This is an optimization exercise on Yosys and OpenROAD, whose aim is a short achievable clock period and few clock cycles, not a production implementation. Function was checked by simulation only, so behaviour that the tests miss may differ from the original. Power and IR drop assume default switching activity.

<file path="design/flow/run.sh">
#!/bin/bash
# synth_recipe.tcl (not shown) runs the flow's synth.tcl, then flattens the netlist and writes it again
# the make line also repeats each setting of config.mk as NAME=value (left out here)
make -C /OpenROAD-flow-scripts/flow DESIGN_CONFIG=/design/flow/config.mk WORK_HOME=/design/flow/orfs CLKGATE_MAP_FILE= SYNTH_SCRIPT=/design/flow/synth_recipe.tcl finish
</file>
<file path="design/flow/config.mk">
export PLATFORM = sky130hd
export DESIGN_NAME = icb
export DESIGN_NICKNAME = icb
export VERILOG_FILES = /design/flow/design.v
export SDC_FILE = /design/flow/constraint.sdc
export NUM_CORES = 8
export LEC_CHECK = 0
export CAP_MARGIN = 35
export CORE_MARGIN = 2
export CORE_UTILIZATION = 22
export PLACE_DENSITY = 0.45
export SLEW_MARGIN = 35
</file>
<file path="design/flow/constraint.sdc">
create_clock -name core_clock -period 13.0 [get_ports {clk}]
set_input_delay 2.6000 -clock core_clock [delete_from_list [all_inputs] [get_ports {clk}]]
set_output_delay 2.6000 -clock core_clock [all_outputs]
set_load 0.01 [all_outputs]
</file>
<file path="design/flow/design.v">
module icb (
    input  wire        clk,
    input  wire        rst,
    input  wire        req_valid,
    output wire        req_ready,
    input  wire        req_we,
    input  wire [7:0]  req_addr,
    input  wire [63:0] req_wdata,
    output reg         rsp_valid,
    output reg  [63:0] rsp_rdata
);
    localparam [63:0] ID_VALUE = 64'h4943_4231_0000_0007;
    reg [63:0] xr [0:15];
    wire [1023:0] xr_flat;
    genvar gx;
    generate
        for (gx = 0; gx < 16; gx = gx + 1) begin : g_xf
            assign xr_flat[64 * gx +: 64] = xr[gx];
        end
    endgenerate
    reg        st_err;
    reg [3:0]  st_code;
    reg [31:0] errcmd;
    reg        ready_q;
    reg        rst_q;            
    assign req_ready = ready_q;
    function [63:0] unpack_field;
        input [31:0] w;
        input [2:0]  k;
        begin
            case (k)
                3'd0: unpack_field = {55'd0, w[31:23]};
                3'd1: unpack_field = {{59{w[22]}}, w[22:18]};
                3'd2: unpack_field = {{59{w[17]}}, w[17:13]};
                3'd3: unpack_field = {{59{w[12]}}, w[12:8]};
                3'd4: unpack_field = {60'd0, w[7:4]};
                3'd5: unpack_field = {60'd0, w[3:0]};
                default: unpack_field = 64'd0;
            endcase
        end
    endfunction
    function [15:0] onehot16;
        input [3:0] k;
        begin
            onehot16 = 16'd1 << k;
        end
    endfunction
    function [63:0] xsel;
        input [15:0]   oh;
        input [1023:0] x;
        integer j;
        begin
            xsel = 64'd0;
            for (j = 0; j < 16; j = j + 1)
                xsel = xsel | ({64{oh[j]}} & x[64 * j +: 64]);
        end
    endfunction
    reg        i_v;
    reg        i_we;
    reg [7:0]  i_addr;
    reg [63:0] i_data;
    reg        f_xw, f_cmd, f_clr, f_rd;     
    reg [15:0] f_wr;             
    reg        f_fitsu, f_fitss, f_extu, f_exts, f_insu, f_inss, f_pack, f_unpack;
    reg [1:0]  f_pre;            
    reg [31:0] f_cw;
    reg [63:0] f_data;
    reg [6:0]  f_w;
    reg [5:0]  f_l;
    reg [7:0]  f_end;            
    reg [18:0] f_rsel;           
    reg [15:0] f_sa, f_sb;
    reg        f_grp;            
    reg [2:0]  f_ka, f_kb;       
    reg        f_ea, f_eb, f_e2, f_e3, f_e4, f_e5;   
    reg        f_wa, f_wb, f_w2, f_w3, f_w4, f_w5;   
    reg        e_xw, e_cmd, e_clr, e_rd;
    reg [15:0] e_wr;
    reg        e_fitsu, e_fitss, e_extu, e_exts, e_ins, e_insu, e_inss, e_pack, e_unpack;
    reg [1:0]  e_pre;
    reg [31:0] e_cw;
    reg [18:0] e_rsel;
    reg [3:0]  e_s0, e_s1, e_s2;     
    reg [63:0] e_wmask;          
    reg [63:0] e_fmask;          
    reg [63:0] e_top;            
    reg [63:0] e_a, e_b, e_g2, e_g3, e_g4, e_g5;
    reg        w_ok;             
    reg [15:0] w_wr;
    reg        w_unpack;
    reg [63:0] w_val;
    reg [31:0] w_ua;
    reg        w_flt, w_clr, w_rd;
    reg [3:0]  w_code;
    reg [31:0] w_cw;
    reg [18:0] w_rsel;
    always @(posedge clk) begin
        ready_q <= !rst;
        rst_q   <= rst;
        i_v     <= !rst && req_valid && ready_q;
        i_we    <= req_we;
        i_addr  <= req_addr;
        i_data  <= req_wdata;
    end
    wire [31:0] c   = i_data[31:0];
    wire [3:0]  rd  = c[25:22];
    wire [3:0]  rs1 = c[21:18];
    wire [3:0]  rs2 = c[17:14];
    wire [6:0]  fw  = c[13:7];
    wire [6:0]  fl  = c[6:0];
    wire d_xw  = i_v &&  i_we && i_addr[7:4] == 4'd0;
    wire d_cmd = i_v &&  i_we && i_addr == 8'h10;
    wire d_clr = i_v &&  i_we && i_addr == 8'h11 && i_data[0];
    wire d_rd  = i_v && !i_we;
    wire is_fitsu  = (c & 32'hFC03_C07F) == 32'h0400_0000;
    wire is_fitss  = (c & 32'hFC03_C07F) == 32'h0800_0000;
    wire is_extu   = (c & 32'hFC03_C000) == 32'h0C00_0000;
    wire is_exts   = (c & 32'hFC03_C000) == 32'h1000_0000;
    wire is_insu   = (c & 32'hFC00_0000) == 32'h1400_0000;
    wire is_inss   = (c & 32'hFC00_0000) == 32'h1800_0000;
    wire is_pack   = (c & 32'hFC1F_FFFF) == 32'h8000_0000;
    wire is_unpack = (c & 32'hFDC3_FFFF) == 32'h8400_0000;
    wire is_bitfield = is_fitsu | is_fitss | is_extu | is_exts | is_insu | is_inss;
    wire legal       = ~|i_data[63:32] && (is_bitfield | is_pack | is_unpack);
    wire [7:0] span_end = {1'b0, fw} + {1'b0, fl};
    wire       span_ok  = (fw != 7'd0) && (fw <= 7'd64) && (span_end <= 8'd64);
    wire [1:0] d_pre = !legal ? 2'd1 : (is_bitfield && !span_ok) ? 2'd2 : 2'd0;
    wire       d_run = d_cmd && d_pre == 2'd0;
    wire [15:0] d_wr = d_xw                ? onehot16(i_addr[3:0]) :
                       (d_run && is_unpack) ? (rd[3] ? 16'h3F00 : 16'h003F) :
                       d_run               ? onehot16(rd) : 16'd0;
    wire        grp  = rs1[3];
    wire [3:0]  ib   = is_pack ? {grp, 3'd1} : rs2;
    wire [15:0] sa   = onehot16(rs1);
    wire [15:0] sb   = onehot16(ib);
    wire [15:0] s2   = grp ? 16'h0400 : 16'h0004;
    wire [15:0] s3   = grp ? 16'h0800 : 16'h0008;
    wire [15:0] s4   = grp ? 16'h1000 : 16'h0010;
    wire [15:0] s5   = grp ? 16'h2000 : 16'h0020;
    always @(posedge clk) begin
        if (rst) begin
            f_xw  <= 1'b0;
            f_cmd <= 1'b0;
            f_clr <= 1'b0;
            f_rd  <= 1'b0;
            f_wr  <= 16'd0;
        end else begin
            f_xw  <= d_xw;
            f_cmd <= d_cmd;
            f_clr <= d_clr;
            f_rd  <= d_rd;
            f_wr  <= d_wr;
        end
        f_fitsu  <= is_fitsu;
        f_fitss  <= is_fitss;
        f_extu   <= is_extu;
        f_exts   <= is_exts;
        f_insu   <= is_insu;
        f_inss   <= is_inss;
        f_pack   <= is_pack;
        f_unpack <= is_unpack;
        f_pre    <= d_pre;
        f_cw     <= c;
        f_data   <= i_data;
        f_w      <= fw;
        f_l      <= fl[5:0];
        f_end    <= span_end;
        f_rsel   <= {i_addr == 8'h13, i_addr == 8'h12, i_addr == 8'h11,
                     i_addr[7:4] == 4'd0 ? onehot16(i_addr[3:0]) : 16'd0};
        f_sa     <= sa;
        f_sb     <= sb;
        f_grp    <= grp;
        f_ka     <= rs1[2:0];
        f_kb     <= ib[2:0];
        f_ea     <= |(sa & f_wr);
        f_eb     <= |(sb & f_wr);
        f_e2     <= |(s2 & f_wr);
        f_e3     <= |(s3 & f_wr);
        f_e4     <= |(s4 & f_wr);
        f_e5     <= |(s5 & f_wr);
        f_wa     <= |(sa & e_wr);
        f_wb     <= |(sb & e_wr);
        f_w2     <= |(s2 & e_wr);
        f_w3     <= |(s3 & e_wr);
        f_w4     <= |(s4 & e_wr);
        f_w5     <= |(s5 & e_wr);
    end
    wire [63:0] nwmask = ~e_wmask;
    wire [63:0] smask  = {1'b1, ~e_wmask[63:1]};      
    wire fu_a = ~|(e_a & nwmask);
    wire fs_a = ~|(e_a & smask) | &(e_a | ~smask);
    wire fu_b = ~|(e_b & nwmask);
    wire fs_b = ~|(e_b & smask) | &(e_b | ~smask);
    function [63:0] shr4;
        input [63:0] v;
        input [3:0]  s;
        input integer u;
        integer j;
        begin
            shr4 = ({64{s[0]}} & v) | ({64{s[1]}} & (v >> u)) |
                   ({64{s[2]}} & (v >> (2 * u))) | ({64{s[3]}} & (v >> (3 * u)));
        end
    endfunction
    function [63:0] shl4;
        input [63:0] v;
        input [3:0]  s;
        input integer u;
        begin
            shl4 = ({64{s[0]}} & v) | ({64{s[1]}} & (v << u)) |
                   ({64{s[2]}} & (v << (2 * u))) | ({64{s[3]}} & (v << (3 * u)));
        end
    endfunction
    wire [63:0] a_sh = shr4(shr4(shr4(e_a, e_s0, 1), e_s1, 4), e_s2, 16);
    wire [63:0] b_sh = shl4(shl4(shl4(e_b, e_s0, 1), e_s1, 4), e_s2, 16);
    wire [63:0] ext_u    = a_sh & e_wmask;
    wire        ext_sign = |(e_a & e_top);
    wire [63:0] ext_s    = ext_u | (nwmask & {64{ext_sign}});
    wire [63:0] ins_res  = (e_a & ~e_fmask) | (b_sh & e_fmask);
    wire pk_ok = ~|e_a[63:9] &
                 (~|e_b[63:4]  | &e_b[63:4])  &
                 (~|e_g2[63:4] | &e_g2[63:4]) &
                 (~|e_g3[63:4] | &e_g3[63:4]) &
                 ~|e_g4[63:4] & ~|e_g5[63:4];
    wire [63:0] pk_word = {32'd0, e_a[8:0], e_b[4:0], e_g2[4:0], e_g3[4:0],
                           e_g4[3:0], e_g5[3:0]};
    wire [63:0] res = ({64{e_fitsu}} & {63'd0, fu_a}) |
                      ({64{e_fitss}} & {63'd0, fs_a}) |
                      ({64{e_extu}}  & ext_u)         |
                      ({64{e_exts}}  & ext_s)         |
                      ({64{e_ins}}   & ins_res)       |
                      ({64{e_pack}}  & pk_word)       |
                      ({64{e_xw}}    & e_a);
    wire range_flt = (e_insu & ~fu_b) | (e_inss & ~fs_b) | (e_pack & ~pk_ok);
    wire exec     = e_cmd && !st_err;
    wire exec_flt = exec && (e_pre != 2'd0 || range_flt);
    wire wr_ok    = e_xw || (exec && e_pre == 2'd0 && !range_flt);
    wire [63:0] e_up [0:7];
    wire [63:0] w_up [0:7];
    genvar g;
    generate
        for (g = 0; g < 8; g = g + 1) begin : g_up
            assign e_up[g] = e_unpack ? unpack_field(e_a[31:0], g) : res;
            assign w_up[g] = w_unpack ? unpack_field(w_ua, g) : w_val;
        end
    endgenerate
    function [63:0] fetch;
        input        fe, fw;
        input [63:0] ev, wv, x;
        begin
            if (fe)
                fetch = ev;
            else if (fw)
                fetch = wv;
            else
                fetch = x;
        end
    endfunction
    wire [63:0] xa = xsel(f_sa, xr_flat);
    wire [63:0] xb = xsel(f_sb, xr_flat);
    wire [63:0] x2 = f_grp ? xr[10] : xr[2];
    wire [63:0] x3 = f_grp ? xr[11] : xr[3];
    wire [63:0] x4 = f_grp ? xr[12] : xr[4];
    wire [63:0] x5 = f_grp ? xr[13] : xr[5];
    reg [63:0] m_w, m_f, m_t;
    integer k;
    always @(*) begin
        for (k = 0; k < 64; k = k + 1) begin
            m_w[k] = ({1'b0, f_w} > k);
            m_f[k] = (f_l <= k) && ({1'b0, f_end} > k);
            m_t[k] = ({1'b0, f_end} == k + 1);
        end
    end
    wire f_run = f_cmd && f_pre == 2'd0;
    always @(posedge clk) begin
        if (rst) begin
            e_xw  <= 1'b0;
            e_cmd <= 1'b0;
            e_clr <= 1'b0;
            e_rd  <= 1'b0;
        end else begin
            e_xw  <= f_xw;
            e_cmd <= f_cmd;
            e_clr <= f_clr;
            e_rd  <= f_rd;
        end
        e_wr     <= f_wr;
        e_fitsu  <= f_run && f_fitsu;
        e_fitss  <= f_run && f_fitss;
        e_extu   <= f_run && f_extu;
        e_exts   <= f_run && f_exts;
        e_ins    <= f_run && (f_insu || f_inss);
        e_insu   <= f_run && f_insu;
        e_inss   <= f_run && f_inss;
        e_pack   <= f_run && f_pack;
        e_unpack <= f_run && f_unpack;
        e_pre    <= f_pre;
        e_cw     <= f_cw;
        e_rsel   <= f_rsel;
        e_s0     <= 4'd1 << f_l[1:0];
        e_s1     <= 4'd1 << f_l[3:2];
        e_s2     <= 4'd1 << f_l[5:4];
        e_wmask  <= (f_w >= 7'd64) ? {64{1'b1}} : m_w;
        e_fmask  <= m_f;
        e_top    <= m_t;
        e_a  <= f_xw ? f_data : fetch(f_ea, f_wa && w_ok, e_up[f_ka], w_up[f_ka], xa);
        e_b  <= fetch(f_eb, f_wb && w_ok, e_up[f_kb], w_up[f_kb], xb);
        e_g2 <= fetch(f_e2, f_w2 && w_ok, e_up[2], w_up[2], x2);
        e_g3 <= fetch(f_e3, f_w3 && w_ok, e_up[3], w_up[3], x3);
        e_g4 <= fetch(f_e4, f_w4 && w_ok, e_up[4], w_up[4], x4);
        e_g5 <= fetch(f_e5, f_w5 && w_ok, e_up[5], w_up[5], x5);
    end
    always @(posedge clk) begin
        if (rst_q)
            st_err <= 1'b0;
        else if (exec_flt)
            st_err <= 1'b1;
        else if (e_clr)
            st_err <= 1'b0;
    end
    always @(posedge clk) begin
        if (rst) begin
            w_ok  <= 1'b0;
            w_flt <= 1'b0;
            w_clr <= 1'b0;
            w_rd  <= 1'b0;
        end else begin
            w_ok  <= wr_ok;
            w_flt <= exec_flt;
            w_clr <= e_clr;
            w_rd  <= e_rd;
        end
        w_wr     <= e_wr;
        w_unpack <= e_unpack;
        w_val    <= res;
        w_ua     <= e_a[31:0];
        w_code   <= {2'b00, e_pre == 2'd0 ? 2'd3 : e_pre};
        w_cw     <= e_cw;
        w_rsel   <= e_rsel;
    end
    integer i;
    always @(posedge clk) begin
        for (i = 0; i < 16; i = i + 1) begin
            if (rst_q)
                xr[i] <= 64'd0;
            else if (w_ok && w_wr[i])
                xr[i] <= w_up[i % 8];
        end
    end
    always @(posedge clk) begin
        if (rst_q) begin
            st_code <= 4'd0;
            errcmd  <= 32'd0;
        end else if (w_flt) begin
            st_code <= w_code;
            errcmd  <= w_cw;
        end else if (w_clr) begin
            st_code <= 4'd0;
            errcmd  <= 32'd0;
        end
    end
    always @(posedge clk) begin
        rsp_valid <= !rst && w_rd;
        rsp_rdata <= xsel(w_rsel[15:0], xr_flat) |
                     ({64{w_rsel[16]}} & {56'd0, st_code, 3'd0, st_err}) |
                     ({64{w_rsel[17]}} & {32'd0, errcmd}) |
                     ({64{w_rsel[18]}} & ID_VALUE);
    end
endmodule
</file>
==> metrics.md, run 1 <==
| Metric | Value |
|---|---|
| Post_cts resized | 0 |
| Synth Area in Adders | 0.0991% |
| HPWL after detailed placement | 559000 µm |
| Max FFs per register | just over 1000 |
| Setup slack at placement | roughly 8.3 ns |
| Top FF cell, synth | dfxtp_1 |
| Largest net degree at the start of global routing | 174 |
| Mux contribution to synthesized area | under 10% |
| Layout Nets | 13018 |
| NetSw | between 4000 and 5000 µW |
| WL final | about 840000 µm |
| Share of layout cells above drive strength 1 | 10.8% |
| Setup TNS Final | 0 ns |
| Seq pwr share | between 40% and 50% |
| Post-synth cell types | approximately 100 |
| Htree depth | 5 |
| P_int | 11800 µW |
| Sequential share of the synthesized area | 40.7% |
| Clk sinks | 2208 |
| Top post-synthesis cells by area | dfxtp_1 41%, a22oi_1 6.5%, a21oi_1 6.3% |
| Detailed-route DRC error count | 0 |
| Simple-Gate Fraction of Synth Area | 16.4% |
| GR Util All Layers | 31.9% |
| Drt via density | around 6.5 |
| Worst skew pair latency | between 1 and 1.5 ns |
| Static Leakage | 0.0432 µW |
| GR Layer Usage met3 | 11.4% |
| Max frequency | 205 MHz |
| Critical Path End Type | register |
| Arr. time, crit path | 5.74 ns |
| CTS Root Cell | clkbuf_16 |
| Max cap viols | 0 |
| Input/output buffers | 141 |
| Slew headroom | 25.7% |
| Top cells by count, synth | 2208 x dfxtp_1, 1420 x nor2_1, 1362 x a21oi_1, 1232 x clkbuf_1, 1231 x nand2_1 |
| TritonCTS clock tree | done |
| First-pass GRT wire length | 1100000 µm |
| Via count | about 130k |
| Initial antenna violation count | between 100 and 150 |
| RSZ-0062 raised after global routing | false |
| Required @ worst endpoint | 13.86 ns |
| Final hold viol count | 0 |
| GR Util met2 | 44.7% |
| Combinational share of power | 5.4% |
| Minimum clock period | around 5 ns |
| Sw Ratio | 27.1% |
| Worst-Margin Slew | 1.11 ns |
| Initial DRC count | 27405 |
| Most common cell in the netlist | dfxtp_1 |
| Reg with most FFs | xr |
| Global route overflow | 0 |
| Post-synth ARST share | 0% |
| Row cnt | around 260 |
| Synthesized cell area | 0.109 mm² |
| Critical path class | register to register |
| Synth Area in Compound Gates | around a third |
| WL/cell | 42.8 µm |
| Synth Area in XOR/XNOR | 0.0323% |
| Crit start category | register |
| Slew Limit Fails | 0 |
| 1st-pass router iterations | 14 |
| Status | no timing/DRC/antenna violations |
| Crit path max fanout | 46 |
| Flops & latches, synth | 2208 |
| Post-synth EDFFs | 0 |
| Clock power frac | between 50 and 60% |
| Antenna Violating Nets Remaining | 0 |
| Layout filler cell count | roughly 53000 |
| Peak supply drop | 0.0973 mV |
| Vias in the first global route | 115679 |
| Worst Hold Class | register to register |
| Layout Skew | 0.106 ns |
| Setup ws final | 8.12 ns |
| Area grow syn2layout | 17.6% |
| Final period utilization | 37.5% |
| Die Width | 706 µm |
| Setup Buffers After CTS | 0 |
| # IOs | 142 |
| Main combinational cell family by area after synthesis | compound AO/OA/AOI/OAI gates |
| CTS clk-pin slew, worst paths | 0.07 ns |
| Post-Syn Nets | 13557 |
| Routing usage on met1 | 39.6% |
| GR peak layer | met2 |
| Cts hold-fix bufs | 0 |
| Share of the synthesized area in the top cell type | ~40% |
| Mean post-synth cell area | approximately 8 µm² |
| Syn Inst Count | ~13000 |
| Setup-failing EPs final | 0 |
| DIE HEIGHT | ~700 µm |
| Pwr dens | roughly 130 mW/mm² |
| Starting Density | around 22% |
| Core area | 0.491 mm² |
| Clock Path Buffers | 4 |
| GPL Wtd Cong | about 1.0 |
| Area leader, netlist | dfxtp_1 |
| CTS buffer count | 269 |
| Die ar. | 0.499 mm² |
| Yosys warnings | 2 |
## power groups by stage
stage | clock network, µW | logic (µW) | registers [µW]
after global placement | 0 | 821 | 7180
after CTS | 8270 | 820 | 7030
final | 8220 | 874 | 7050
after floorplan | 0 | 415 | 7040
after detailed placement | 0 | 818 | 7180
after global routing | 8530 | 855 | 7040
## worst paths after layout
check	endpoint	cells after the start	slack, ns	start
setup reg to reg	e_b[14]	10	8.12	e_s1[0]
hold reg to reg	w_cw[11]	0	0.31	e_cw[11]
setup / recovery	e_b[14]	10	8.12	e_s1[0]
hold / removal	w_cw[11]	0	0.31	e_cw[11]
## cells in the final DEF, fill, tap and decap left out, types with 63 or more instances in the layout
cell	netlist	final
clkbuf_16	0	273
nor2_1	1420	1411
mux2i_1	238	236
buf_4	1	531
a211oi_1	218	216
nand4_1	225	225
a222oi_1	181	181
nor3_1	166	166
mux2_2	70	70
clkdlybuf4s50_1	0	141
nor2b_1	116	92
a21oi_1	1362	1356
dfxtp_1	2208	2126
o21ai_0	585	561
a22oi_1	933	933
nand2_1	1231	1212
a22o_1	433	433
dfxtp_4	0	63
nor4_1	151	139
diode_2	0	64
nand3_1	308	307
nand2b_1	99	94
a311oi_1	269	269
a221oi_1	332	331
o22ai_1	277	276
inv_1	204	201
## metrics by stage
| stage | hold WS (ns) | utilization [%] | cell area (µm²) | cells | total power [µW] |
|---|---|---|---|---|---|
| CTS | 0.317 | 25.9 | 127000 | 19616 | 16100 |
| global placement | 0.310 | 23.9 | 117000 | 19116 | 8000 |
| finish | 0.313 | 26.0 | 128000 | 19687 | 16100 |
| global route | 0.318 | 26.0 | 128000 | 19639 | 16400 |
| detailed placement | 0.312 | 24.0 | 118000 | 19131 | 8000 |
| floorplan | 0.310 | - | 109000 | 13473 | 7450 |
## per-layer routing
metal	wire length (µm)	part of all wire (%)
met3	112000	13
met2	334000	40
met4	80000	9.5
met1	315000	37
met5	464	0.055
## logic make-up after synthesis
kind of cell | after synthesis
buffers and inverters | 1725
XOR/XNOR | 4
multiplexers | 310
adder cells (fa/ha/maj) | 8
AO/OA/AOI/OAI | 5246
flip-flops | 2208
AND/OR/NAND/NOR | 3972
## cell type report
class	count	area [µm²]	share of cell area (%)
Inverter	208	781	0.612
Antenna cell	64	160	0.125
Clock buffer	372	7710	6.04
Multi-Input combinational cell	9540	58900	46.1
Timing Repair Buffer	707	5970	4.68
Clock inverter	113	1600	1.26
Tap cell	6475	8100	6.35
Sequential cell	2208	44500	34.8
## critical path: stages, from the launching register on
cell	delay [ns]
dfxtp_2	0.34
inv_2	0.59
buf_4	0.66
a21oi_1	0.12
o41ai_1	0.80
a41oi_1	0.46
a311oi_1	0.84
buf_4	0.26
nor2_1	0.16
o21ai_0	0.25
o211ai_1	0.14
Testbench counts, summed over its fixed seeds: cycles 32,056.
==> run 2: changes to the inputs <==
--- a/design/flow/design.v
+++ b/design/flow/design.v
@@ -22,7 +22,7 @@
     reg [3:0]  st_code;
     reg [31:0] errcmd;
     reg        ready_q;
-    reg        rst_q;            
+    reg        rst_q;
     assign req_ready = ready_q;
     function [63:0] unpack_field;
         input [31:0] w;
@@ -68,7 +68,8 @@
     reg [6:0]  f_w;
     reg [5:0]  f_l;
     reg [7:0]  f_end;            
-    reg [18:0] f_rsel;           
+    reg [3:0]  f_rsel;           
+    reg        f_rb;             
     reg [15:0] f_sa, f_sb;
     reg        f_grp;            
     reg [2:0]  f_ka, f_kb;       
@@ -79,7 +80,9 @@
     reg        e_fitsu, e_fitss, e_extu, e_exts, e_ins, e_insu, e_inss, e_pack, e_unpack;
     reg [1:0]  e_pre;
     reg [31:0] e_cw;
-    reg [18:0] e_rsel;
+    reg [3:0]  e_rsel;
+    reg        e_rb;
+    reg [2:0]  e_rk;
     reg [3:0]  e_s0, e_s1, e_s2;     
     reg [63:0] e_wmask;          
     reg [63:0] e_fmask;          
@@ -93,7 +96,8 @@
     reg        w_flt, w_clr, w_rd;
     reg [3:0]  w_code;
     reg [31:0] w_cw;
-    reg [18:0] w_rsel;
+    reg [3:0]  w_rsel;
+    reg [63:0] w_rv;             
     always @(posedge clk) begin
         ready_q <= !rst;
         rst_q   <= rst;
@@ -130,7 +134,7 @@
                        (d_run && is_unpack) ? (rd[3] ? 16'h3F00 : 16'h003F) :
                        d_run               ? onehot16(rd) : 16'd0;
     wire        grp  = rs1[3];
-    wire [3:0]  ib   = is_pack ? {grp, 3'd1} : rs2;
+    wire [3:0]  ib   = !i_we ? i_addr[3:0] : is_pack ? {grp, 3'd1} : rs2;
     wire [15:0] sa   = onehot16(rs1);
     wire [15:0] sb   = onehot16(ib);
     wire [15:0] s2   = grp ? 16'h0400 : 16'h0004;
@@ -138,7 +142,7 @@
     wire [15:0] s4   = grp ? 16'h1000 : 16'h0010;
     wire [15:0] s5   = grp ? 16'h2000 : 16'h0020;
     always @(posedge clk) begin
-        if (rst) begin
+        if (rst_q) begin
             f_xw  <= 1'b0;
             f_cmd <= 1'b0;
             f_clr <= 1'b0;
@@ -166,14 +170,15 @@
         f_l      <= fl[5:0];
         f_end    <= span_end;
         f_rsel   <= {i_addr == 8'h13, i_addr == 8'h12, i_addr == 8'h11,
-                     i_addr[7:4] == 4'd0 ? onehot16(i_addr[3:0]) : 16'd0};
+                     i_addr[7:4] == 4'd0};
         f_sa     <= sa;
         f_sb     <= sb;
         f_grp    <= grp;
         f_ka     <= rs1[2:0];
         f_kb     <= ib[2:0];
         f_ea     <= |(sa & f_wr);
-        f_eb     <= |(sb & f_wr);
+        f_eb     <= i_we && |(sb & f_wr);
+        f_rb     <= !i_we && |(sb & f_wr);
         f_e2     <= |(s2 & f_wr);
         f_e3     <= |(s3 & f_wr);
         f_e4     <= |(s4 & f_wr);
@@ -272,7 +277,7 @@
     end
     wire f_run = f_cmd && f_pre == 2'd0;
     always @(posedge clk) begin
-        if (rst) begin
+        if (rst_q) begin
             e_xw  <= 1'b0;
             e_cmd <= 1'b0;
             e_clr <= 1'b0;
@@ -296,6 +301,8 @@
         e_pre    <= f_pre;
         e_cw     <= f_cw;
         e_rsel   <= f_rsel;
+        e_rb     <= f_rb;
+        e_rk     <= f_kb;
         e_s0     <= 4'd1 << f_l[1:0];
         e_s1     <= 4'd1 << f_l[3:2];
         e_s2     <= 4'd1 << f_l[5:4];
@@ -318,7 +325,7 @@
             st_err <= 1'b0;
     end
     always @(posedge clk) begin
-        if (rst) begin
+        if (rst_q) begin
             w_ok  <= 1'b0;
             w_flt <= 1'b0;
             w_clr <= 1'b0;
@@ -336,6 +343,7 @@
         w_code   <= {2'b00, e_pre == 2'd0 ? 2'd3 : e_pre};
         w_cw     <= e_cw;
         w_rsel   <= e_rsel;
+        w_rv     <= (e_rb && w_ok) ? w_up[e_rk] : e_b;
     end
     integer i;
     always @(posedge clk) begin
@@ -359,10 +367,10 @@
         end
     end
     always @(posedge clk) begin
-        rsp_valid <= !rst && w_rd;
-        rsp_rdata <= xsel(w_rsel[15:0], xr_flat) |
-                     ({64{w_rsel[16]}} & {56'd0, st_code, 3'd0, st_err}) |
-                     ({64{w_rsel[17]}} & {32'd0, errcmd}) |
-                     ({64{w_rsel[18]}} & ID_VALUE);
+        rsp_valid <= !rst && !rst_q && w_rd;
+        rsp_rdata <= ({64{w_rsel[0]}} & w_rv) |
+                     ({64{w_rsel[1]}} & {56'd0, st_code, 3'd0, st_err}) |
+                     ({64{w_rsel[2]}} & {32'd0, errcmd}) |
+                     ({64{w_rsel[3]}} & ID_VALUE);
     end
 endmodule
==> design/flow/flow/run.sh (new file) <==
#!/bin/bash
# Layout flow: the standard flow, with the standard synthesis unchanged,
# and the timing repair of the later steps aiming 9.5 ns below the clock
# period (the SDC is unchanged) so that the layout runs as fast as it can.
set -euo pipefail
bash standard.sh synth > synth.log 2>&1
bash standard.sh SETUP_SLACK_MARGIN=9.5 finish > layout.log 2>&1
==> design/flow/standard.sh (new file) <==
#!/bin/bash
# synth_recipe.tcl (not shown) runs the flow's synth.tcl, then flattens the netlist and writes it again
# the make line also repeats each setting of config.mk as NAME=value (left out here)
make -C /OpenROAD-flow-scripts/flow DESIGN_CONFIG=/design/flow/config.mk WORK_HOME=/design/flow/orfs CLKGATE_MAP_FILE= SYNTH_SCRIPT=/design/flow/synth_recipe.tcl "${@:-finish}"
--- a/design/flow/config.mk
+++ b/design/flow/config.mk
@@ -7,6 +7,6 @@
 export LEC_CHECK = 0
 export CAP_MARGIN = 35
 export CORE_MARGIN = 2
-export CORE_UTILIZATION = 22
-export PLACE_DENSITY = 0.45
+export CORE_UTILIZATION = 35
+export PLACE_DENSITY = 0.5
 export SLEW_MARGIN = 35
removed: design/flow/run.sh
==> run 2 against run 1 <==
  * Critical path depth fell by 9
  * Critical endpoint is now rsp_rdata[15]
  * Critical path type is now register to output pin
  * Sequential share of layout area rose by 1.2 points
  * Count of clock-buffer cells in the layout fell by 3
  * Highest routed layer unchanged
  * Die area fell by 39%
  * Utilization rose by 16 points
  * Cell count fell by 14%
  * Design area fell by 2.3%
  * Clock power fell by 4.9%
  * Global-route usage rose by 19 points
  * Largest cell class unchanged
  * Non-clock buffer count rose by 135
==> metrics.md, run 2 <==
| Metric | Value |
|---|---|
| Critical-path cell list | buf_6 |
| RSZ-0062 raised after global routing | true |
| WHS | approximately 0.26 ns |
| Most common cell in the netlist | dfxtp_1 |
| Critical path class | register to output pin |
| Post-layout util | 41.6% |
| Vias in the first global route | 111054 |
| Most common cell after layout, fill and taps aside | dfxtp_1 |
| Status | no timing/DRC/antenna violations |
| Layout Nets | roughly 13000 |
| Mean post-synth cell area | 8.10 µm² |
| Crit start category | register |
| Slew Limit Fails | 0 |
| Mux contribution to synthesized area | between 3 and 4% |
| P_int | 11700 µW |
| Post-synth ARST share | 0% |
| Row cnt | 201 |
| Share of the synthesized area in the top cell type | 42.4% |
| Top FF cell, synth | dfxtp_1 |
| Final period utilization | 31.0% |
| Area leader, netlist | dfxtp_1 |
| Metal2 WL | 321000 µm |
| Worst Hold Class | register to register |
| Peak supply drop | between 0.1 and 0.15 mV |
| # IOs | 142 |
| Sw Ratio | 28.3% |
| CTS Root Cell | clkbuf_16 |
| Pwr Total | 16300 µW |
| Met1 WL | between 300000 and 400000 µm |
| Starting Density | 35.2% |
| Largest net degree at the start of global routing | 213 |
| Area grow syn2layout | 18.3% |
| Syn Inst Count | approximately 13000 |
| Critical Path End Type | output pin |
| Met3 WL | 117000 µm |
| Top post-synthesis cells by area | dfxtp_1 42%, nor2_1 7.2%, a21oi_1 6.2% |
| Top cells by count, synth | 2232 x dfxtp_1, 2028 x nor2_1, 1305 x a21oi_1, 1165 x clkbuf_1, 763 x nand2_1 |
| CP peak stage delay | 0.38 ns |
| Arr. time, crit path | 1.43 ns |
| Static Leakage | 0.0449 µW |
| Required @ worst endpoint | 10.40 ns |
| Pwr dens | around 130 mW/mm² |
| Die Width | 553 µm |
| 1st-pass router iterations | 13 |
| Reg with most FFs | xr |
| Core area | 0.300 mm² |
| Max cap viols | 0 |
| Post-synth EDFFs | 0 |
| Antenna Violating Nets Remaining | 0 |
| Most frequent cells in the layout | 2105 x dfxtp_1, 2007 x nor2_1, 1273 x a21oi_1 |
| Global route overflow | 0 |
| Post-synth cell types | roughly 100 |
| Crit path max fanout | 1 |
| TritonCTS clock tree | done |
| First-pass GRT wire length | around 1100000 µm |
| Combinational share of power | between 7 and 8% |
| Share of layout cells above drive strength 1 | 13.8% |
| HPWL after detailed placement | ~560000 µm |
| Worst skew pair latency | 0.95 ns |
| Layout Skew | about 0.1 ns |
| Initial DRC count | 26114 |
| Synthesized cell area | roughly 0.11 mm² |
| DIE HEIGHT | 553 µm |
| Synth Area in Adders | 0.102% |
| Htree depth | 5 |
| Input/output buffers | between 100 and 150 |
| Minimum clock period | 4.03 ns |
| WP buf/inv | 1 |
| GPL Wtd Cong | 1.08 |
| Clk sinks | 2232 |
| Cts hold-fix bufs | 0 |
| Die ar. | 0.306 mm² |
| Flops & latches, synth | 2232 |
| NetSw | around 4600 µW |
| Seq pwr share | 44.2% |
| Slew headroom | 22.6% |
| Max frequency | 248 MHz |
| CTS buffer count | approximately 260 |
| Highest metal used | met5 |
| Detailed-route DRC error count | 0 |
| Yosys warnings | 2 |
| Clock Path Buffers | 4 |
| Max FFs per register | 1024 |
| Initial antenna violation count | 128 |
| Setup TNS Final | 0 ns |
| CTS clk-pin slew, worst paths | 0.06 ns |
| Layout filler cell count | around 30000 |
| Via count | 124308 |
| Main combinational cell family by area after synthesis | compound AO/OA/AOI/OAI gates |
| Synth Area in Compound Gates | 31.8% |
| Simple-Gate Fraction of Synth Area | between 10% and 20% |
| CP top delay family | flip-flops |
| Post-Syn Nets | 13112 |
| Worst path slowest cell | dfxtp_4 |
| Fin area | around 0.12 mm² |
| Clock power frac | 48.0% |
| WL final | 827000 µm |
| Sequential share of the synthesized area | a little over two fifths |
| Setup-failing EPs final | 0 |
| Cell Area, Placed | between 0.1 and 0.15 mm² |
| Worst-Margin Slew | 1.15 ns |
| Synth Area in XOR/XNOR | 0.0249% |
| WL/cell | 48.7 µm |
| Final hold viol count | 0 |
| GR Util All Layers | 51.2% |
| Drt via density | 7.32 |
==> run 2: power by group through the flow <==
stage               sequential, µW  combinational (µW)  clock [µW]
floorplan                     7140                 517           0
global placement              7350                1060           0
detailed placement            7340                1070           0
CTS                           7180                1150        7790
global route                  7190                1230        8050
finish                        7210                1270        7820
==> run 2: cell type report <==
class / count / area [µm²] / share of cell area (%)
diodes: 77 / 193 / 0.154
clock buffers: 369 / 7640 / 6.12
clock inverters: 100 / 1260 / 1.01
inverters: 173 / 676 / 0.542
multi-input cells: 9224 / 56900 / 45.6
flip-flops and latches: 2232 / 45000 / 36.1
well taps: 3958 / 4950 / 3.97
repair buffers: 842 / 8160 / 6.54
==> run 2: logic make-up (layout without fill, tap and decap cells) <==
kind of cell             Yosys count  after routing
multiplexers                     331            331
XOR/XNOR                           3              3
other                              0             77
flip-flops                      2232           2232
buffers and inverters           1578           1484
AO/OA/AOI/OAI                   4882           4882
AND/OR/NAND/NOR                 3994           4000
adder cells (fa/ha/maj)            8              8
==> run 2: per-layer routing <==
layer | vias up | global-route usage (%)
li1 | 47911 | -
met1 | 60366 | 62.9
met2 | 12285 | 70.9
met3 | 3692 | 19.2
met4 | 54 | 41.2
met5 | - | 0.0781
==> run 2: path summary, 6_finish.rpt <==
check | start | slack (ns) | cells past startpoint | endpoint
worst max-delay path | rsp_rdata[15] | 8.97 | 1 | rsp_rdata[15]
worst max register to register | e_s0[0] | 9.21 | 10 | e_g3[50]
worst min-delay path | e_cw[2] | 0.26 | 0 | w_cw[2]
worst min register to register | e_cw[2] | 0.26 | 0 | w_cw[2]
==> run 2: what timing repair did <==
item,CTS,global route
gates cloned,13,11
endpoints found under the setup margin,733,428
setup buffers,63,33
gates resized for setup,678,133
pin swaps,50,43
==> run 2: per-stage QoR <==
step	setup slack [ns]	instances
final	8.97	16975
after global placement	7.30	16286
after floorplan	10.06	13028
after detailed placement	8.17	16307
after CTS	8.94	16852
after global routing	8.97	16917
Testbench counts of run 2, summed over its fixed seeds: cycles 32,056.
==> run 3: changes to the inputs <==
--- a/design/flow/design.v
+++ b/design/flow/design.v
@@ -87,17 +87,20 @@
     reg [63:0] e_wmask;          
     reg [63:0] e_fmask;          
     reg [63:0] e_top;            
-    reg [63:0] e_a, e_b, e_g2, e_g3, e_g4, e_g5;
+    reg [63:0] e_a, e_b;
+    reg [4:0]  e_l2, e_l3, e_l4, e_l5;
+    reg        e_c2, e_c3, e_c4, e_c5;
+    reg        e_f2, e_f3, e_f4, e_f5;
     reg        w_ok;             
     reg [15:0] w_wr;
     reg        w_unpack;
     reg [63:0] w_val;
     reg [31:0] w_ua;
-    reg        w_flt, w_clr, w_rd;
+    reg        w_flt, w_clr;
     reg [3:0]  w_code;
     reg [31:0] w_cw;
-    reg [3:0]  w_rsel;
-    reg [63:0] w_rv;             
+    wire [63:0] e_up [0:7];
+    wire [63:0] w_up [0:7];
     always @(posedge clk) begin
         ready_q <= !rst;
         rst_q   <= rst;
@@ -221,13 +224,18 @@
     wire        ext_sign = |(e_a & e_top);
     wire [63:0] ext_s    = ext_u | (nwmask & {64{ext_sign}});
     wire [63:0] ins_res  = (e_a & ~e_fmask) | (b_sh & e_fmask);
-    wire pk_ok = ~|e_a[63:9] &
-                 (~|e_b[63:4]  | &e_b[63:4])  &
-                 (~|e_g2[63:4] | &e_g2[63:4]) &
-                 (~|e_g3[63:4] | &e_g3[63:4]) &
-                 ~|e_g4[63:4] & ~|e_g5[63:4];
-    wire [63:0] pk_word = {32'd0, e_a[8:0], e_b[4:0], e_g2[4:0], e_g3[4:0],
-                           e_g4[3:0], e_g5[3:0]};
+    wire        wv_s5 = w_unpack | ~|w_val[63:4] | &w_val[63:4];
+    wire        wv_u4 = w_unpack | ~|w_val[63:4];
+    wire [4:0]  g2 = e_f2 ? w_up[2][4:0] : e_l2;
+    wire [4:0]  g3 = e_f3 ? w_up[3][4:0] : e_l3;
+    wire [4:0]  g4 = e_f4 ? w_up[4][4:0] : e_l4;
+    wire [4:0]  g5 = e_f5 ? w_up[5][4:0] : e_l5;
+    wire        c2 = e_f2 ? wv_s5 : e_c2;
+    wire        c3 = e_f3 ? wv_s5 : e_c3;
+    wire        c4 = e_f4 ? wv_u4 : e_c4;
+    wire        c5 = e_f5 ? wv_u4 : e_c5;
+    wire pk_ok = ~|e_a[63:9] & (~|e_b[63:4] | &e_b[63:4]) & c2 & c3 & c4 & c5;
+    wire [63:0] pk_word = {32'd0, e_a[8:0], e_b[4:0], g2, g3, g4[3:0], g5[3:0]};
     wire [63:0] res = ({64{e_fitsu}} & {63'd0, fu_a}) |
                       ({64{e_fitss}} & {63'd0, fs_a}) |
                       ({64{e_extu}}  & ext_u)         |
@@ -235,12 +243,6 @@
                       ({64{e_ins}}   & ins_res)       |
                       ({64{e_pack}}  & pk_word)       |
                       ({64{e_xw}}    & e_a);
-    wire range_flt = (e_insu & ~fu_b) | (e_inss & ~fs_b) | (e_pack & ~pk_ok);
-    wire exec     = e_cmd && !st_err;
-    wire exec_flt = exec && (e_pre != 2'd0 || range_flt);
-    wire wr_ok    = e_xw || (exec && e_pre == 2'd0 && !range_flt);
-    wire [63:0] e_up [0:7];
-    wire [63:0] w_up [0:7];
     genvar g;
     generate
         for (g = 0; g < 8; g = g + 1) begin : g_up
@@ -248,6 +250,10 @@
             assign w_up[g] = w_unpack ? unpack_field(w_ua, g) : w_val;
         end
     endgenerate
+    wire range_flt = (e_insu & ~fu_b) | (e_inss & ~fs_b) | (e_pack & ~pk_ok);
+    wire exec     = e_cmd && !st_err;
+    wire exec_flt = exec && (e_pre != 2'd0 || range_flt);
+    wire wr_ok    = e_xw || (exec && e_pre == 2'd0 && !range_flt);
     function [63:0] fetch;
         input        fe, fw;
         input [63:0] ev, wv, x;
@@ -266,6 +272,10 @@
     wire [63:0] x3 = f_grp ? xr[11] : xr[3];
     wire [63:0] x4 = f_grp ? xr[12] : xr[4];
     wire [63:0] x5 = f_grp ? xr[13] : xr[5];
+    wire [63:0] v2 = (f_w2 && w_ok) ? w_up[2] : x2;
+    wire [63:0] v3 = (f_w3 && w_ok) ? w_up[3] : x3;
+    wire [63:0] v4 = (f_w4 && w_ok) ? w_up[4] : x4;
+    wire [63:0] v5 = (f_w5 && w_ok) ? w_up[5] : x5;
     reg [63:0] m_w, m_f, m_t;
     integer k;
     always @(*) begin
@@ -311,10 +321,18 @@
         e_top    <= m_t;
         e_a  <= f_xw ? f_data : fetch(f_ea, f_wa && w_ok, e_up[f_ka], w_up[f_ka], xa);
         e_b  <= fetch(f_eb, f_wb && w_ok, e_up[f_kb], w_up[f_kb], xb);
-        e_g2 <= fetch(f_e2, f_w2 && w_ok, e_up[2], w_up[2], x2);
-        e_g3 <= fetch(f_e3, f_w3 && w_ok, e_up[3], w_up[3], x3);
-        e_g4 <= fetch(f_e4, f_w4 && w_ok, e_up[4], w_up[4], x4);
-        e_g5 <= fetch(f_e5, f_w5 && w_ok, e_up[5], w_up[5], x5);
+        e_l2 <= v2[4:0];
+        e_l3 <= v3[4:0];
+        e_l4 <= v4[4:0];
+        e_l5 <= v5[4:0];
+        e_c2 <= ~|v2[63:4] | &v2[63:4];
+        e_c3 <= ~|v3[63:4] | &v3[63:4];
+        e_c4 <= ~|v4[63:4];
+        e_c5 <= ~|v5[63:4];
+        e_f2 <= f_e2;
+        e_f3 <= f_e3;
+        e_f4 <= f_e4;
+        e_f5 <= f_e5;
     end
     always @(posedge clk) begin
         if (rst_q)
@@ -329,12 +347,10 @@
             w_ok  <= 1'b0;
             w_flt <= 1'b0;
             w_clr <= 1'b0;
-            w_rd  <= 1'b0;
         end else begin
             w_ok  <= wr_ok;
             w_flt <= exec_flt;
             w_clr <= e_clr;
-            w_rd  <= e_rd;
         end
         w_wr     <= e_wr;
         w_unpack <= e_unpack;
@@ -342,8 +358,6 @@
         w_ua     <= e_a[31:0];
         w_code   <= {2'b00, e_pre == 2'd0 ? 2'd3 : e_pre};
         w_cw     <= e_cw;
-        w_rsel   <= e_rsel;
-        w_rv     <= (e_rb && w_ok) ? w_up[e_rk] : e_b;
     end
     integer i;
     always @(posedge clk) begin
@@ -366,11 +380,14 @@
             errcmd  <= 32'd0;
         end
     end
+    wire [63:0] rv         = (e_rb && w_ok) ? w_up[e_rk] : e_b;
+    wire [3:0]  code_now   = w_flt ? w_code : w_clr ? 4'd0  : st_code;
+    wire [31:0] errcmd_now = w_flt ? w_cw   : w_clr ? 32'd0 : errcmd;
     always @(posedge clk) begin
-        rsp_valid <= !rst && !rst_q && w_rd;
-        rsp_rdata <= ({64{w_rsel[0]}} & w_rv) |
-                     ({64{w_rsel[1]}} & {56'd0, st_code, 3'd0, st_err}) |
-                     ({64{w_rsel[2]}} & {32'd0, errcmd}) |
-                     ({64{w_rsel[3]}} & ID_VALUE);
+        rsp_valid <= !rst && !rst_q && e_rd;
+        rsp_rdata <= ({64{e_rsel[0]}} & rv) |
+                     ({64{e_rsel[1]}} & {56'd0, code_now, 3'd0, st_err}) |
+                     ({64{e_rsel[2]}} & {32'd0, errcmd_now}) |
+                     ({64{e_rsel[3]}} & ID_VALUE);
     end
 endmodule
--- a/design/flow/config.mk
+++ b/design/flow/config.mk
@@ -8,5 +8,7 @@
 export CAP_MARGIN = 35
 export CORE_MARGIN = 2
 export CORE_UTILIZATION = 35
+export CTS_CLUSTER_DIAMETER = 80
+export CTS_CLUSTER_SIZE = 25
 export PLACE_DENSITY = 0.5
 export SLEW_MARGIN = 35
==> run 3 against run 2 <==
  * Clock skew decreased by 0.024 ns
  * Critical path depth stayed put
  * Synthesized cell count is 8.7% lower
  * Hold slack improved by 0.070 ns
  * Clock power shrank 34%
  * Count of clock-buffer cells in the layout shrank 211
  * Utilization fell by 0.75 points
  * Still clean on timing, DRC and antenna
  * Register-to-register slack better by 0.04 ns
  * Synthesized area down 11%
  * Combinational power is 9% lower
  * Die area decreased by 11%
  * Largest cell class unchanged
  * Fmax shrank 2.0%
==> metrics.md, run 3 <==
| Metric | Value |
|---|---|
| Slew headroom | 19.5% |
| Largest net degree at the start of global routing | around 220 |
| Reg with most FFs | xr |
| Max cap viols | 0 |
| GR Util All Layers | between 50% and 60% |
| Setup-failing EPs final | 0 |
| Combinational share of power | a little under a tenth |
| WL final | 753000 µm |
| Area grow syn2layout | 16.3% |
| Slew Limit Fails | 0 |
| Critical path class | register to output pin |
| Most common cell in the netlist | dfxtp_1 |
| TritonCTS clock tree | done |
| Starting Density | 35.2% |
| # IOs | 142 |
| Final period utilization | 31.6% |
| Critical-path cell list | buf_6 |
| Cts hold-fix bufs | 0 |
| Syn Inst Count | 11898 |
| Post-Syn Nets | around 12000 |
| Crit start category | register |
| RR Startpoint | w_ua[17] |
| Most common cell after layout, fill and taps aside | dfxtp_1 |
| Cell Area, Placed | 0.101 mm² |
| Pwr dens | 115 mW/mm² |
| Minimum clock period | 4.11 ns |
| Peak supply drop | ~0.10 mV |
| Hold path startpoint | i_data[35] |
| Setup TNS Final | 0 ns |
| Top cells by count, synth | 1935 x dfxtp_1, 1670 x nand2_1, 1091 x a21oi_1, 1085 x clkbuf_1, 931 x nor2_1 |
| Initial DRC count | around 24000 |
| Layout Skew | 0.0769 ns |
| Status | no timing/DRC/antenna violations |
| CTS buffer count | 143 |
| WP buf/inv | 1 |
| Arr. time, crit path | approximately 1.5 ns |
| Initial antenna violation count | between 100 and 150 |
| DIE HEIGHT | 522 µm |
| Worst Hold Class | register to register |
| Post-synth EDFFs | 0 |
| Via count | 114233 |
| Area leader, netlist | dfxtp_1 |
| Yosys warnings | 2 |
| Final hold viol count | 0 |
| Worst skew pair latency | 0.99 ns |
| Critical Path End Type | output pin |
| Max FFs per register | 1024 |
| Static Leakage | 0.0366 µW |
| Worst-Margin Slew | around 1.2 ns |
| CP top delay family | flip-flops |
| P_int | between 8000 and 9000 µW |
| Fin area | 0.109 mm² |
| Clock power frac | between 40% and 50% |
| Top post-synthesis cells by area | dfxtp_1 41%, nand2_1 6.7%, a21oi_1 5.8% |
| Post-synth ARST share | 0% |
| RSZ-0062 raised after global routing | true |
| Clock Path Buffers | 4 |
| Detailed-route DRC error count | 0 |
| Layout Nets | approximately 12000 |
| Seq pwr share | 49.5% |
| Htree depth | 4 |
| CTS Root Cell | clkbuf_16 |
| Vias in the first global route | 100949 |
| Most frequent cells in the layout | 1806 x dfxtp_1, 1652 x nand2_1, 1058 x a21oi_1 |
| HPWL after detailed placement | 517000 µm |
| Share of the synthesized area in the top cell type | 41.2% |
| Die ar. | about 0.27 mm² |
| GPL Wtd Cong | 1.14 |
| Post-synth cell types | 91 |
| Row cnt | 190 |
| Global route overflow | 0 |
| Sw Ratio | 30.8% |
| Synthesized cell area | ~0.094 mm² |
| Die Width | 522 µm |
| Max frequency | about 240 MHz |
| Flops & latches, synth | 1935 |
| Share of layout cells above drive strength 1 | 13.9% |
| Worst path slowest cell | dfxtp_4 |
| Mean post-synth cell area | roughly 8 µm² |
| Pwr Total | between 10000 and 15000 µW |
| First-pass GRT wire length | 975000 µm |
| Required @ worst endpoint | 10.40 ns |
| NetSw | between 3000 and 4000 µW |
| CTS clk-pin slew, worst paths | 0.09 ns |
| 1st-pass router iterations | 11 |
| Input/output buffers | between 100 and 150 |
| Top FF cell, synth | dfxtp_1 |
| Antenna Violating Nets Remaining | 0 |
| Core area | 0.268 mm² |
| WL/cell | about 50 µm |
| Crit path launch | rsp_rdata[43] |
| Drt via density | around 7.4 |
| Post-layout util | 40.9% |
| WHS | 0.328 ns |
| Sequential share of the synthesized area | 41.2% |
| Clk sinks | between 1500 and 2000 |
| CP peak stage delay | between 0.4 and 0.5 ns |
| Crit path max fanout | 2 |
run 3: cell count changes after synthesis, sizes merged, moves of 63 or more:
cell,previous run,this run
a31oi,109,45
a311oi,202,28
a21oi,1306,1091
nor3,147,79
o22ai,246,183
a211oi,296,483
dfxtp,2232,1935
mux2i,260,68
o22a,75,2
nor2,2029,931
nand2,763,1670
clkbuf,1167,1086
run 3: worst paths after layout:
check	end	slack, ns	cells after the start
worst min register to register	f_data[35]	0.33	0
worst max-delay path	rsp_rdata[43]	8.89	1
worst max register to register	rsp_rdata[35]	9.25	6
worst min-delay path	f_data[35]	0.33	0
run 3: logic make-up after synthesis:
kind of cell | share of synthesized area (%)
mux | 1.66
simple gates | 18.4
buf+inv | 5.84
fa+ha+maj | 0.114
xor+xnor | 0.0466
compound gates | 32.8
flops | 41.2
run 3: cell type report:
cell class	instances	area (µm²)
Clock inverter	93	1250
Tap cell	3552	4440
Clock buffer	158	3750
Multi-Input combinational cell	8519	52300
Inverter	168	638
Antenna cell	82	205
Sequential cell	1935	39000
Fill cell	27183	158000
Timing Repair Buffer	831	7810
run 3: timing repair:
item,in CTS,in global routing
setup endpoints to repair,652,385
hold endpoints to repair,0,0
pin swaps,40,59
cloned,6,18
gates resized for setup,575,179
setup buffers,30,70
run 3: power by group through the flow:
stage          sequential (µW)  clock, µW  combinational [µW]
6_report                  6200       5180                1150
5_1_grt                   6200       5380                1110
4_1_cts                   6190       5160                 996
3_5_place_dp              6330          0                 974
3_3_place_gp              6330          0                 977
2_1_floorplan             6190          0                 471
run 3: stage by stage:
step / std cells / setup slack (ns)
3_5_place_dp: 14861 / 8.36
3_3_place_gp: 14843 / 7.41
6_report: 15338 / 8.89
5_1_grt: 15269 / 8.74
4_1_cts: 15148 / 8.94
2_1_floorplan: 11898 / 10.06
run 3: routing by layer:
metal,routed length (µm),track usage (%)
met5,582,0.158
met4,84500,45.3
met3,111000,25.2
met2,296000,73.2
met1,261000,59.8
run 3: worst register-to-register path: cells and delay by family, from the launching register on:
kind | cells | cell delay (ns)
AOI/OAI and AO/OA | 3 | 1.46
and+or+nand+nor | 2 | 0.92
DFF | 1 | 0.70
buffers and inverters | 1 | 0.44
Testbench counts of run 3, summed over its fixed seeds: cycles 32,048.
==> run 4: changes to the inputs <==
--- a/design/flow/config.mk
+++ b/design/flow/config.mk
@@ -8,7 +8,5 @@
 export CAP_MARGIN = 35
 export CORE_MARGIN = 2
 export CORE_UTILIZATION = 35
-export CTS_CLUSTER_DIAMETER = 80
-export CTS_CLUSTER_SIZE = 25
 export PLACE_DENSITY = 0.5
 export SLEW_MARGIN = 35
==> run 4 against run 3 <==
  * Critical endpoint unchanged
  * Critical path type unchanged
  * Fmax fell by 0.52%
  * Clock skew rose by 0.024 ns
  * Combinational power barely moved
==> metrics.md, run 4 <==
| Metric | Value |
|---|---|
| TritonCTS clock tree | done |
| Layout Nets | around 12000 |
| Slew headroom | between 20% and 30% |
| Setup ws final | 8.87 ns |
| Required @ worst endpoint | 10.40 ns |
| Starting Density | between 30% and 40% |
| Worst path slowest cell | dfxtp_4 |
| Max cap viols | 0 |
| Post-Syn Nets | between 10000 and 15000 |
| Largest net degree at the start of global routing | 215 |
| GPL Wtd Cong | 1.14 |
| Reg with most FFs | xr |
| Vias in the first global route | 101714 |
| Row cnt | 190 |
| WL/cell | between 40 and 50 µm |
| Static Leakage | 0.0377 µW |
| Worst-Margin Slew | 1.18 ns |
| Setup slack at placement | 8.36 ns |
| Non-filler cells, final | around 15000 |
| Top cells by count, synth | 1935 x dfxtp_1, 1670 x nand2_1, 1091 x a21oi_1, 1085 x clkbuf_1, 931 x nor2_1 |
| Post-synth EDFFs | 0 |
| CTS buffer count | 226 |
| WL final | 751000 µm |
| CP peak stage delay | 0.45 ns |
| Via count | 114715 |
| GR Util All Layers | 52.7% |
| Final period utilization | between 30% and 40% |
| Share of layout cells above drive strength 1 | 14.2% |
| Core area | 0.268 mm² |
| Most common cell after layout, fill and taps aside | dfxtp_1 |
| # IOs | 142 |
| Drt via density | 7.42 |
| Max frequency | around 240 MHz |
| Cts hold-fix bufs | 0 |
| WHS | around 0.32 ns |
| Minimum clock period | 4.13 ns |
| RSZ-0062 raised after global routing | true |
| Mean post-synth cell area | about 7.9 µm² |
| Critical-path cell list | buf_6 |
| Path depth of the worst reg2reg path | 8 |
| DP Cell Count | 14861 |
| Setup-failing EPs final | 0 |
| HPWL after detailed placement | around 520000 µm |
| Setup TNS Final | 0 ns |
| Arr. time, crit path | ~1.5 ns |
| Worst skew pair latency | 1.00 ns |
| Top FF cell, synth | dfxtp_1 |
| DIE HEIGHT | roughly 520 µm |
| Die Width | 522 µm |
| Slew Limit Fails | 0 |
| Hold path depth | 0 |
| Critical path class | register to output pin |
| Pwr dens | 128 mW/mm² |
| Most frequent cells in the layout | 1805 x dfxtp_1, 1651 x nand2_1, 1064 x a21oi_1 |
| Worst Hold Class | register to register |
| Critical Path End Type | output pin |
| Post-synth ARST share | 0% |
| Input/output buffers | between 100 and 150 |
| Die ar. | 0.273 mm² |
| Initial DRC count | 23911 |
| Max FFs per register | a little over 1000 |
| Peak supply drop | 0.114 mV |
| Top post-synthesis cells by area | dfxtp_1 41%, nand2_1 6.7%, a21oi_1 5.8% |
| Htree depth | 4 |
| Crit path max fanout | 1 |
| WP buf/inv | 1 |
| Detailed-route DRC error count | 0 |
| Antenna Violating Nets Remaining | 0 |
| Clk sinks | 1935 |
| First-pass GRT wire length | slightly below 1000000 µm |
| Initial antenna violation count | ~130 |
| CTS Root Cell | clkbuf_16 |
| Crit. path cell count | 1 |
| CTS clk-pin slew, worst paths | 0.06 ns |
| Synthesized cell area | 0.0941 mm² |
| Global route overflow | 0 |
| Area grow syn2layout | 18.7% |
| Status | no timing/DRC/antenna violations |
| Sequential share of the synthesized area | 41.2% |
| Most common cell in the netlist | dfxtp_1 |
| Clock Path Buffers | 4 |
| Flops & latches, synth | 1935 |
| CP top delay family | flip-flops |
| Area leader, netlist | dfxtp_1 |
| Yosys warnings | 2 |
| Layout Skew | 0.101 ns |
| Final hold viol count | 0 |
| Pwr Total | 14300 µW |
| Syn Inst Count | 11898 |
| 1st-pass router iterations | 17 |
| Post-synth cell types | between 90 and 100 |
| Share of the synthesized area in the top cell type | between 40% and 50% |
| Crit start category | register |
run 4: power by group:
part           total, µW  internal [µW]  switching, µW  leakage (µW)
clock               6920           3980           2940       0.00383
sequential          6210           6020            195        0.0158
combinational       1120            244            878        0.0181
run 4: what timing repair did:
item,in CTS,in global routing
buffers inserted,21,50
endpoints found under the setup margin,715,410
gates resized for setup,568,162
cloned,7,7
pin swaps,40,46
run 4: layout make-up:
type                       instances  area (µm²)
fill                           26978      156000
multi-input combinational       8520       52200
clock buffer                     324        6620
antenna                           91         228
timing repair buffer             787        7340
sequential                      1935       39000
clock inverter                    88        1210
tap                             3552        4440
inverter                         168         641
run 4: logic make-up after synthesis:
family          Yosys count  share of synthesized area [%]
xor+xnor                  5                         0.0466
simple gates           3861                           18.4
compound gates         4497                           32.8
buf+inv                1449                           5.84
fa+ha+maj                 8                          0.114
mux                     143                           1.66
flops                  1935                           41.2
run 4: path summary, 6_finish.rpt:
path	slack, ns	start	endpoint
worst max-delay path	8.87	rsp_rdata[43]	rsp_rdata[43]
worst min-delay path	0.32	e_cw[22]	w_cw[22]
worst max register to register	9.24	e_s2[0]	e_a[49]
worst min register to register	0.32	e_cw[22]	w_cw[22]
run 4: routing by layer:
metal | track usage (%) | wire (µm)
met2 | 73.4 | 297000
met5 | 0.842 | 721
met4 | 45.8 | 84400
met3 | 25.3 | 109000
met1 | 59.6 | 260000
run 4: per-stage QoR:
stage               utilization (%)  cell area [µm²]
detailed placement             37.6           101000
floorplan                         -            94100
CTS                            41.0           110000
global route                   41.6           111000
global placement               37.3            99900
finish                         41.7           112000
==> run 5: changes to the inputs <==
--- a/design/flow/config.mk
+++ b/design/flow/config.mk
@@ -7,6 +7,6 @@
 export LEC_CHECK = 0
 export CAP_MARGIN = 35
 export CORE_MARGIN = 2
-export CORE_UTILIZATION = 35
-export PLACE_DENSITY = 0.5
+export CORE_UTILIZATION = 42
+export PLACE_DENSITY = 0.58
 export SLEW_MARGIN = 35
==> run 5 against run 4 <==
  * Wire length fell by 8.2%
  * Clock skew grew 0.0046 ns
  * Clock power decreased by 4.2%
  * Via count rose by 1.0%
  * Die area is 17% lower
  * Register-to-register slack got worse by 0.02 ns
  * Utilization rose by 7.2 points
  * Sequential share of layout area grew 0.91 points
  * Critical path depth stayed put
  * First-iteration DRC count up 17%
  * Worst setup slack worse by 0.054 ns
  * Non-clock buffer count down 92
  * Largest cell class unchanged
  * Largest power group unchanged
  * Highest routed layer unchanged
==> metrics.md, run 5 <==
| Metric | Value |
|---|---|
| Critical-path cell list | buf_6 |
| Minimum clock period | 4.18 ns |
| Critical path class | register to output pin |
| Max FFs per register | around 1000 |
| First-pass GRT wire length | 911000 µm |
| Antenna Violating Nets Remaining | 0 |
| Input/output buffers | 141 |
| Flop-to-flop setup slack | 9.22 ns |
| Path depth of the worst reg2reg path | 8 |
| Cts hold-fix bufs | 0 |
| CTS Root Cell | clkbuf_16 |
| Initial DRC count | roughly 28000 |
| Most common cell in the netlist | dfxtp_1 |
| Die ar. | roughly 0.23 mm² |
| Post-Syn Nets | 11982 |
| Final hold viol count | 0 |
| Largest net degree at the start of global routing | 146 |
| Synth Area in Compound Gates | 32.8% |
| Via count | around 120k |
| Worst path slowest cell | dfxtp_4 |
| Synth Area in Adders | 0.114% |
| Htree depth | 4 |
| Synth Area in XOR/XNOR | 0.0465% |
| Static Leakage | 0.0368 µW |
| Most frequent cells in the layout | 1805 x dfxtp_1, 1651 x nand2_1, 1064 x a21oi_1 |
| Clock Path Buffers | 3 |
| Post-layout util | between 40% and 50% |
| DIE HEIGHT | 477 µm |
| Peak supply drop | 0.221 mV |
| Simple-Gate Fraction of Synth Area | between 10% and 20% |
| Post-synth ARST share | 0% |
| Slew Limit Fails | 0 |
| Layout Nets | around 12000 |
| Final period utilization | 32.2% |
| Core area | 0.223 mm² |
| Row cnt | 173 |
| Required @ worst endpoint | 10.40 ns |
| RR Startpoint | f_sb[10] |
| Clk sinks | 1935 |
| Worst skew pair latency | 0.96 ns |
| Die Width | ~480 µm |
| CP top delay family | flip-flops |
| Syn Inst Count | 11898 |
| Critical Path End Type | output pin |
| Mux contribution to synthesized area | 1.66% |
| Drt via density | 7.85 |
| CTS clk-pin slew, worst paths | 0.06 ns |
| Flops & latches, synth | 1935 |
| GR Util All Layers | 57.3% |
| Hold path depth | 0 |
| CP peak stage delay | 0.49 ns |
| WL final | 690000 µm |
| CTS buffer count | between 200 and 250 |
| GPL Wtd Cong | 1.15 |
| Top cells by count, synth | 1935 x dfxtp_1, 1670 x nand2_1, 1091 x a21oi_1, 1085 x clkbuf_1, 931 x nor2_1 |
| Detailed-route DRC error count | 0 |
| # IOs | between 100 and 150 |
| HPWL after detailed placement | approximately 470000 µm |
| Mean post-synth cell area | ~7.9 µm² |
| Slew headroom | 21.1% |
| Synthesized cell area | 0.0941 mm² |
| Sequential share of the synthesized area | 41.2% |
| Initial antenna violation count | 114 |
| Crit path max fanout | 1 |
| Starting Density | 42.3% |
| Setup TNS Final | 0 ns |
| Most common cell after layout, fill and taps aside | dfxtp_1 |
| Vias in the first global route | 102019 |
| Global route overflow | 0 |
| Top FF cell, synth | dfxtp_1 |
| Max cap viols | 0 |
| RSZ-0062 raised after global routing | true |
| Max frequency | 239 MHz |
| Status | no timing/DRC/antenna violations |
| Setup-failing EPs final | 0 |
| Share of the synthesized area in the top cell type | 41.2% |
| Worst Hold Class | register to register |
| Area grow syn2layout | 15.7% |
| Main combinational cell family by area after synthesis | compound AO/OA/AOI/OAI gates |
| WHS Endpoint | w_cw[31] |
| Reg with most FFs | xr |
| Post-synth cell types | 91 |
| WL/cell | around 47 µm |
| Layout Skew | approximately 0.11 ns |
| TritonCTS clock tree | done |
| Post-synth EDFFs | 0 |
| Yosys warnings | 2 |
| Worst-Margin Slew | between 1 and 1.5 ns |
| Reg2reg end | e_b[29] |
| Area leader, netlist | dfxtp_1 |
| Pwr dens | 127 mW/mm² |
| Share of layout cells above drive strength 1 | 12.8% |
| 1st-pass router iterations | 16 |
| Hold path startpoint | e_cw[31] |
| WP buf/inv | 1 |
| Pwr Total | 13900 µW |
| Arr. time, crit path | 1.58 ns |
| Crit start category | register |
| Top post-synthesis cells by area | dfxtp_1 41%, nand2_1 6.7%, a21oi_1 5.8% |
-- run 5: cell counts after synthesis --
No cell type changed its count.
-- run 5: how the worst max path moves through the flow --
stage / cells past startpoint / endpoint / slack [ns] / startpoint
floorplan: 0 / req_ready / 10.06 / ready_q
global placement: 8 / e_b[43] / 8.16 / w_unpack
detailed placement: 10 / e_b[43] / 8.13 / w_unpack
CTS: 1 / rsp_rdata[62] / 8.87 / rsp_rdata[62]
global route: 1 / rsp_rdata[62] / 8.85 / rsp_rdata[62]
finish: 1 / rsp_rdata[62] / 8.82 / rsp_rdata[62]
-- run 5: routing by layer --
layer  vias to the layer above  track usage [%]  part of all wire, %
met5                         -             2.82                 0.18
met4                        64             50.2                   12
met3                      4666             32.1                   17
met2                     12838             76.1                   37
met1                     54671             64.8                   33
li1                      43619                -                    -
-- run 5: timing repair --
item | CTS | global route
buffers inserted | 18 | 17
setup endpoints to repair | 813 | 469
cloned | 4 | 2
resized for setup | 548 | 111
hold endpoints to repair | 0 | 0
pin swaps | 16 | 17
-- run 5: area by class of cell --
class	instances	area (µm²)
timing repair buffer	695	6340
fill	21450	114000
sequential	1935	39100
inverter	168	644
antenna	85	213
multi-input combinational	8517	51400
clock inverter	117	1650
clock buffer	273	5920
tap	2975	3720
-- run 5: cells by family after synthesis --
group           count (synthesis)
xor+xnor                        5
fa+ha+maj                       8
mux                           143
buf+inv                      1449
flops                        1935
simple gates                 3861
compound gates               4497
-- run 5: through the flow --
step	setup slack (ns)	instance area [µm²]	std cells	hold slack [ns]
2_1_floorplan	10.06	94100	11898	0.310
3_3_place_gp	8.16	98700	14217	0.310
3_5_place_dp	8.13	99200	14234	0.312
4_1_cts	8.87	108000	14646	0.281
5_1_grt	8.85	109000	14691	0.295
6_report	8.82	109000	14765	0.285
-- run 5: report_power, final --
| group | switching (µW) | internal (µW) | leakage (µW) | total [µW] |
|---|---|---|---|---|
| logic | 790 | 224 | 0.0173 | 1010 |
| clock network | 2880 | 3750 | 0.00369 | 6630 |
| registers | 217 | 6020 | 0.0158 | 6230 |
| total | 3890 | 9990 | 0.0368 | 13900 |

[what the ideal ports hide]
The flow's constraints put no driver on any port. The routed layouts listed below were extracted and timed again, unchanged, in two steps. Step 1: set_driving_cell puts a clkbuf_16 on clk and a buf_2 on each other input, an assumption about the parent block. Step 2 times the ports against the registers' clock, not the clock port: input delays grow and output delays shrink by t, the midpoint of the rising clock arrivals with the driver on. Three values: ideal, step 1, step 2; two values: the first two.
| run | t, ns | setup WS [ns] | clock arrival spread, ns | worst register clock-pin slew, ns |
|---|---|---|---|---|
| run 1 | 1.121 | 8.120 / 8.120 / 8.120 | 0.116 / 0.116 | 0.08 / 0.08 |
| run 2 | 1.011 | 8.973 / 8.865 / 9.208 | 0.105 / 0.106 | 0.08 / 0.08 |
| run 3 | 1.058 | 8.891 / 8.781 / 9.255 | 0.087 / 0.088 | 0.11 / 0.11 |
| run 4 | 1.062 | 8.870 / 8.756 / 9.244 | 0.104 / 0.104 | 0.08 / 0.08 |
| run 5 | 1.008 | 8.815 / 8.710 / 9.218 | 0.117 / 0.117 | 0.08 / 0.08 |
After both steps setup and hold are still met in every run listed.
